Context: an optimization exercise on an open-source flow, tuned for small area, a short achievable clock period and few clock cycles. The choices shown serve that exercise and are no tape-out recipe. RTL that was checked went through simulation tests only; none was proved equivalent to the original. Power and IR drop assume default switching activity.

Design gfce_codec, start of the top module:
module gfce_codec (
    input  wire       clk,
    input  wire       rst,
    input  wire       tx_req_valid,
    output wire       tx_req_ready,
    input  wire [7:0] tx_req_dest,
    input  wire [7:0] tx_req_cmd,
    input  wire [7:0] tx_req_plen,
    input  wire       tx_pl_valid,
    output wire       tx_pl_ready,
    input  wire [7:0] tx_pl_data,
    output wire       tx_out_valid,
    input  wire       tx_out_ready,
    output wire [7:0] tx_out_data,
    output wire       tx_done,
    output wire [3:0] tx_done_status,
    output wire [7:0] tx_done_inserted,
    input  wire       rx_in_valid,
    output wire       rx_in_ready,
    input  wire [7:0] rx_in_data,
    output wire       rx_pl_valid,
    output wire [7:0] rx_pl_data,
    output wire       rx_done,
    output wire [3:0] rx_status,
    output wire [7:0] rx_dest,
    output wire [7:0] rx_len,
    output wire [7:0] rx_src,
    output wire [7:0] rx_cmd
);
Size in the first run: roughly 640 cells after synthesis, about 120 I/O pins.
==> flow/config.mk <==
export PLATFORM = sky130hd
export DESIGN_NAME = gfce_codec
export DESIGN_NICKNAME = gfce_codec
export VERILOG_FILES = /design/flow/design.v
export SDC_FILE = /design/flow/constraint.sdc
export NUM_CORES = 4
export LEC_CHECK = 0
export CAP_MARGIN = 20
export CORE_MARGIN = 2
export CORE_UTILIZATION = 35
export CTS_BUF_LIST = sky130_fd_sc_hd__clkbuf_8
export SETUP_SLACK_MARGIN = 2.0
export SLEW_MARGIN = 20
==> flow/constraint.sdc <==
create_clock -name core_clock -period 4.0 [get_ports {clk}]
set_input_delay 0.8000 -clock core_clock [delete_from_list [all_inputs] [get_ports {clk}]]
set_output_delay 0.8000 -clock core_clock [all_outputs]
set_load 0.01 [all_outputs]
standard.sh (not shown) runs the stock make flow with config.mk's settings and CLKGATE_MAP_FILE= SYNTH_SCRIPT=/design/flow/synth_recipe.tcl, a recipe that flattens the netlist after the stock synthesis.
==> flow/flow/run.sh <==
#!/bin/bash
set -euo pipefail
export BUFFER_PORTS_ARGS="-buffer_cell sky130_fd_sc_hd__buf_1"
export CTS_ARGS="-sink_clustering_enable -repair_clock_nets -buf_list sky130_fd_sc_hd__clkbuf_8 -dont_use_dummy_load"
bash standard.sh > standard_flow.log 2>&1
Change:
--- a/flow/config.mk
+++ b/flow/config.mk
@@ -10,4 +10,4 @@
 export CORE_UTILIZATION = 35
 export CTS_BUF_LIST = sky130_fd_sc_hd__clkbuf_8
-export SETUP_SLACK_MARGIN = 2.0
+export SETUP_SLACK_MARGIN = 1.9
 export SLEW_MARGIN = 20
The changed run completed without violations.
Total power came out lower by 1.8%.
Final area fell by 4.6%.
Sequential share of layout area came out higher by 2.0 points.
Wire length drops by 2.0%.
Global-route usage goes down by 0.54 points.
Synthesized area is unchanged.
No functional check of the RTL was part of any run of this note.

gfce_codec, a different RTL version from the one above (not shown whole).
For scale: about 670 cells after synthesis, roughly 120 I/O pins, roughly 0.0070 mm^2 of cells after synthesis.
clock: 4.0 ns
lec_check: 0
cap_margin: 20
core_margin: 2
core_utilization: 40
setup_slack_margin: 1.5
slew_margin: 20
run.sh (not shown) runs the stock make flow with config.mk's settings and CLKGATE_MAP_FILE= SYNTH_SCRIPT=/design/flow/synth_recipe.tcl, a recipe that flattens the netlist after the stock synthesis.
Stock flow here: none of the scripts above is used.
==> next run, changes <==
Settings changed: SETUP_SLACK_MARGIN 1.5 to 2.0.
What happened: Flip-flop and latch count does not change; die area is unchanged; total power increases by about 6%; setup slack got worse by 87 ps; first-iteration DRC count went up by 5.3%.
No run of this note included a check of the RTL's function; only the layout flow was run.

gfce_codec, a different RTL version from the one above (not shown whole).
Size in the first run: about 620 cells after synthesis, roughly 150 flip-flops, ~6900 µm² of cells after synthesis.
Settings: LEC_CHECK=0, CAP_MARGIN=20, CORE_MARGIN=2, CORE_UTILIZATION=35, CTS_BUF_LIST=sky130_fd_sc_hd__clkbuf_8, SETUP_SLACK_MARGIN=2.0, SLEW_MARGIN=20, TNS_END_PERCENT=0; clock period 4.0 ns.
standard.sh (not shown) runs the stock make flow with config.mk's settings and CLKGATE_MAP_FILE= SYNTH_SCRIPT=/design/flow/synth_recipe.tcl, a recipe that flattens the netlist after the stock synthesis.
Scripts as last shown in full above: flow/flow/run.sh
Testbench counts at the start, summed over its fixed seeds: cycles 18,293.
Change:
==> flow/flow/run.sh (replaced) <==
#!/bin/bash
set -euo pipefail
export BUFFER_PORTS_ARGS="-buffer_cell sky130_fd_sc_hd__buf_1"
bash standard.sh > standard_flow.log 2>&1
Settings changed: CORE_UTILIZATION 35 to 30, SETUP_SLACK_MARGIN 2.0 to 1.9, TNS_END_PERCENT 0 to not set.
Effect: Wire length is higher by a few percent; power goes up by a little under a tenth; worst setup slack improved by 0.0064 ns; clock power is higher by a quarter to a third.
Change:
Settings changed: CORE_UTILIZATION 30 to 45.
Outcome: The new run finished with timing, DRC and antenna clean. Synthesized area is unchanged. Count of clock-buffer cells in the layout stays the same. Non-clock buffer count went down by 8. Synthesized cell count is unchanged. Die area went down by 33%. Register-to-register slack barely changes. Wire length went down by 4.4%. Final cell count went down by 10%. Power went up by 1.7%.
Change:
Settings changed: CAP_MARGIN 20 to 0, CORE_UTILIZATION 45 to 40, SETUP_SLACK_MARGIN 1.9 to 1.8, SLEW_MARGIN 20 to 0.
Effect:
- The changed run completed without violations
- count of clock-buffer cells in the layout grows by 1
- power went down by 3.5%
- combinational power goes down by 3.8%
- area after synthesis is unchanged
- cell area fell by 1.4%
Change:
==> flow/flow/run.sh (replaced) <==
#!/bin/bash
set -euo pipefail
export BUFFER_PORTS_ARGS="-buffer_cell sky130_fd_sc_hd__buf_1"
export CTS_ARGS="-sink_clustering_enable -repair_clock_nets -buf_list sky130_fd_sc_hd__clkbuf_8 -dont_use_dummy_load"
bash standard.sh > standard_flow.log 2>&1
Settings changed: CAP_MARGIN 0 to 20, CORE_UTILIZATION 40 to 35, SETUP_SLACK_MARGIN 1.8 to 1.9, SLEW_MARGIN 0 to 20, TNS_END_PERCENT set to 0.
Effect:
- sequential power stays flat
- wire length rose by 2.4%
- worst hold slack gets worse by 0.016 ns
- first-iteration DRC count goes up by 41%
- final area fell by 0.35%
- clock skew grows by 0.030 ns

[static timing again, ports no longer ideal]
The results above use ideal ports. As a check the final layouts listed here were re-extracted and re-timed, cells and wires unchanged.
Step 1: set_driving_cell puts a clkbuf_16 on clk and a buf_2 on each other input, an assumption about the parent block.
Step 2 also shifts input and output timing later by t, the mid clock arrival at the registers, as if the neighbouring blocks saw the same clock.
Three values: no drivers, after step 1, after step 2; two values: the first two.
run | shift t [ns] | setup WS [ns] | worst setup path at the end | worst register clock-pin slew, ns
the first run of note 1 | 0.469 | 1.967 / 1.938 / 1.614 | input to register | 0.08 / 0.08
the second run of note 1 | 0.472 | 1.881 / 1.881 / 1.484 | input to register | 0.08 / 0.08
the first run of note 2 | 0.470 | 1.521 / 1.521 / 1.133 | input to register | 0.07 / 0.07
the second run of note 2 | 0.472 | 1.435 / 1.435 / 1.380 | input to register | 0.07 / 0.07
the first run of note 3 | 0.472 | 1.937 / 1.917 / 1.488 | input to register | 0.10 / 0.10
the second run of note 3 | 0.483 | 1.944 / 1.925 / 1.473 | input to register | 0.10 / 0.10
the third run of note 3 | 0.477 | 1.972 / 1.917 / 1.535 | input to register | 0.09 / 0.09
the fourth run of note 3 | 0.498 | 1.900 / 1.860 / 1.442 | input to register | 0.09 / 0.09
the fifth run of note 3 | 0.473 | 1.895 / 1.852 / 1.477 | input to register | 0.10 / 0.10
After both steps setup and hold are still met in every run listed. For the second run of note 3, which loses most, drivers alone change the setup slack by -0.019 ns; drivers and shift together by -0.471 ns.
